Source: an optimization exercise on an open RTL-to-GDS flow (aim: small area, a short achievable clock period and few clock cycles per item). Production flows keep margins and buffers that such runs may drop. Where RTL was checked, it was by simulation tests only, not by an equivalence proof against the original.

Design hsl_conv, start of the top module:
module hsl_conv (
    input  wire       clk,
    input  wire       rst,
    input  wire       in_valid,
    output wire       in_ready,
    input  wire [7:0] in_r,
    input  wire [7:0] in_g,
    input  wire [7:0] in_b,
    output reg        out_valid,
    output reg  [8:0] out_hue,
    output reg  [9:0] out_sat,
    output reg  [9:0] out_light
);
For scale: ~1600 cells after synthesis, roughly 170 flip-flops, about 58 I/O pins, about 11000 um2 of cells after synthesis.
export LEC_CHECK = 0
export ABC_AREA = 1
export CAP_MARGIN = 20
export CORE_MARGIN = 2
export CORE_UTILIZATION = 40
export CTS_BUF_LIST = sky130_fd_sc_hd__clkbuf_8
export SLEW_MARGIN = 20
create_clock -name core_clock -period 35.0 [get_ports {clk}]
standard.sh (not shown) runs the stock make flow with config.mk's settings and CLKGATE_MAP_FILE= SYNTH_SCRIPT=/design/flow/synth_recipe.tcl, a recipe that flattens the netlist after the stock synthesis.
==> flow/flow/run.sh <==
#!/bin/bash
# The standard layout (the standard.sh: ORFS synthesis through finish)
# with these changes in how it is made:
#  - ABC maps the logic with flow/abc_area.script (area-oriented mapping
#    without ABC's own buffering and gate sizing) instead of ORFS's
#    abc_area.script;
#  - every port still gets a buffer at global placement, but inputs get
#    buf_1 cells and outputs buf_2 cells instead of the default delay-cell
#    buffers (global_place.tcl calls buffer_ports once for each side);
#  - clock tree synthesis runs with ORFS's own arguments plus a clkbuf_16
#    root buffer and -dont_use_dummy_load (no dummy load cells).
# ORFS's scripts are copied into this folder and only those two files
# changed; the copy is used as SCRIPTS_DIR.
set -euo pipefail
here=$(pwd)
rm -rf "$here/orfs_scripts"
cp -r "$FLOW_HOME/scripts" "$here/orfs_scripts"
cp "$here/flow/abc_area.script" "$here/orfs_scripts/abc_area.script"
sed -i 's|^\( *\)buffer_ports {\*}\[env_var_or_empty BUFFER_PORTS_ARGS\]$|\1buffer_ports -inputs -buffer_cell sky130_fd_sc_hd__buf_1\n\1buffer_ports -outputs -buffer_cell sky130_fd_sc_hd__buf_2|' \
    "$here/orfs_scripts/global_place.tcl"
grep -q 'buffer_ports -outputs -buffer_cell' "$here/orfs_scripts/global_place.tcl"
bash standard.sh SCRIPTS_DIR="$here/orfs_scripts" \
    CTS_ARGS="-sink_clustering_enable -repair_clock_nets -root_buf sky130_fd_sc_hd__clkbuf_16 -buf_list sky130_fd_sc_hd__clkbuf_8 -dont_use_dummy_load" \
    finish > make_finish.log 2>&1
==> flow/flow/abc_area.script <==
strash
dch
map -B 0.5
topo
stime -c
Testbench counts at the start, summed over its fixed seeds: cycles 8,040, items 8,000.
Rerun with:
--- a/flow/design.v
+++ b/flow/design.v
@@ -69,29 +69,29 @@
     wire pos  = maxr ? gb : (maxg ? ~rb : rg);
     wire [7:0] M   = ({8{maxr}} & r0) | ({8{maxg}} & g0) | ({8{maxb}} & b0);
     wire [7:0] mn  = ({8{minr}} & r0) | ({8{ming}} & g0) | ({8{minb}} & b0);
     wire [7:0] mid = ({8{~maxr & ~minr}} & r0) | ({8{~maxg & ~ming}} & g0)
                    | ({8{~maxb & ~minb}} & b0);
     wire [8:0] xd = add8(M, ~mn, 1'b1);
     wire [8:0] xe = add8(mid, ~mn, 1'b1);
     wire [8:0] xs = add8(M, mn, 1'b0);
     assign v_a[0]   = v0;
     assign d_a[0]   = xd[7:0];
     assign e_a[0]   = xe[7:0];
-    assign s_a[0]   = xs;
+    assign s_a[0]   = {xs[8], xs[8] ? ~xs[7:0] - 8'd1 : xs[7:0]};
     assign sec_a[0] = {maxr, maxg, pos};
-    wire [8:0]  s1   = s[0];
+    wire [8:0]  s1   = s[0];     
     wire [7:0]  d1   = d[0];
     wire [7:0]  e1   = e[0];
     wire        pos1 = sec[0][0];
-    wire [7:0]  D    = s1[8] ? ~s1[7:0] - 8'd1 : s1[7:0];    
+    wire [7:0]  D    = s1[7:0];
     wire [17:0] Ns   = {d1, 10'd0} - {d1, 4'd0} - {d1, 3'd0} + D[7:1];
     wire [7:0]  dn   = d1 - {7'd0, ~pos1};
     wire [13:0] Nh   = {e1, 6'd0} - {e1, 2'd0} + dn[7:1];
     assign v_a[1]   = v[0];
     assign lf_a[1]  = {s1[8], D == 8'd0};
     assign d_a[1]   = d1;
     assign e_a[1]   = e1;
     assign sec_a[1] = sec[0];
     assign sR_a[1]  = Ns[17:10];
     assign sNQ_a[1] = Ns[9:0];
     assign sD_a[1]  = {D[7:1], D[0] | (D == 8'd0)};
After rerunning: The new run completed without violations; synthesized cell count fell by 2.1%; worst setup slack improves by 0.0081 ns; critical path depth is unchanged; via count fell by 2.3%; clock-buffer cell count does not change; cell area fell by 0.31%; sequential share of layout area stays flat; cell count fell by 1.6%; non-clock buffer count stays the same; global-route usage rose by 0.73 points; routed wire length rose by 4.1%.
Only the layout flow was run in the second run of this note; the RTL was not checked for function there.

## afterwards: timing with drivers on the ports
Ports are ideal in the flow. The routed layouts listed here were re-timed in OpenROAD.
Step 1, drivers: a clkbuf_16 drives clk and a buf_2 each remaining input, both assumed.
Step 2, shift: input delay + t, output delay - t, t = (earliest + latest rising clock arrival at the registers) / 2. This alone moves slack from input paths to output paths.
Slacks: ideal / step 1 / step 2; pairs: ideal / step 1.
run | t (ns) | setup WS [ns] | worst hold slack (ns) | latest minus earliest clock arrival (ns) | cell pins on the clock port's net
the first run | 0.416 | 27.175 / 27.124 / 27.501 | 0.312 / 0.312 / 0.312 | 0.043 / 0.043 | 1
the second run | 0.415 | 27.183 / 27.132 / 27.303 | 0.317 / 0.317 / 0.317 | 0.034 / 0.034 | 1
After both steps every run listed still meets setup and hold.
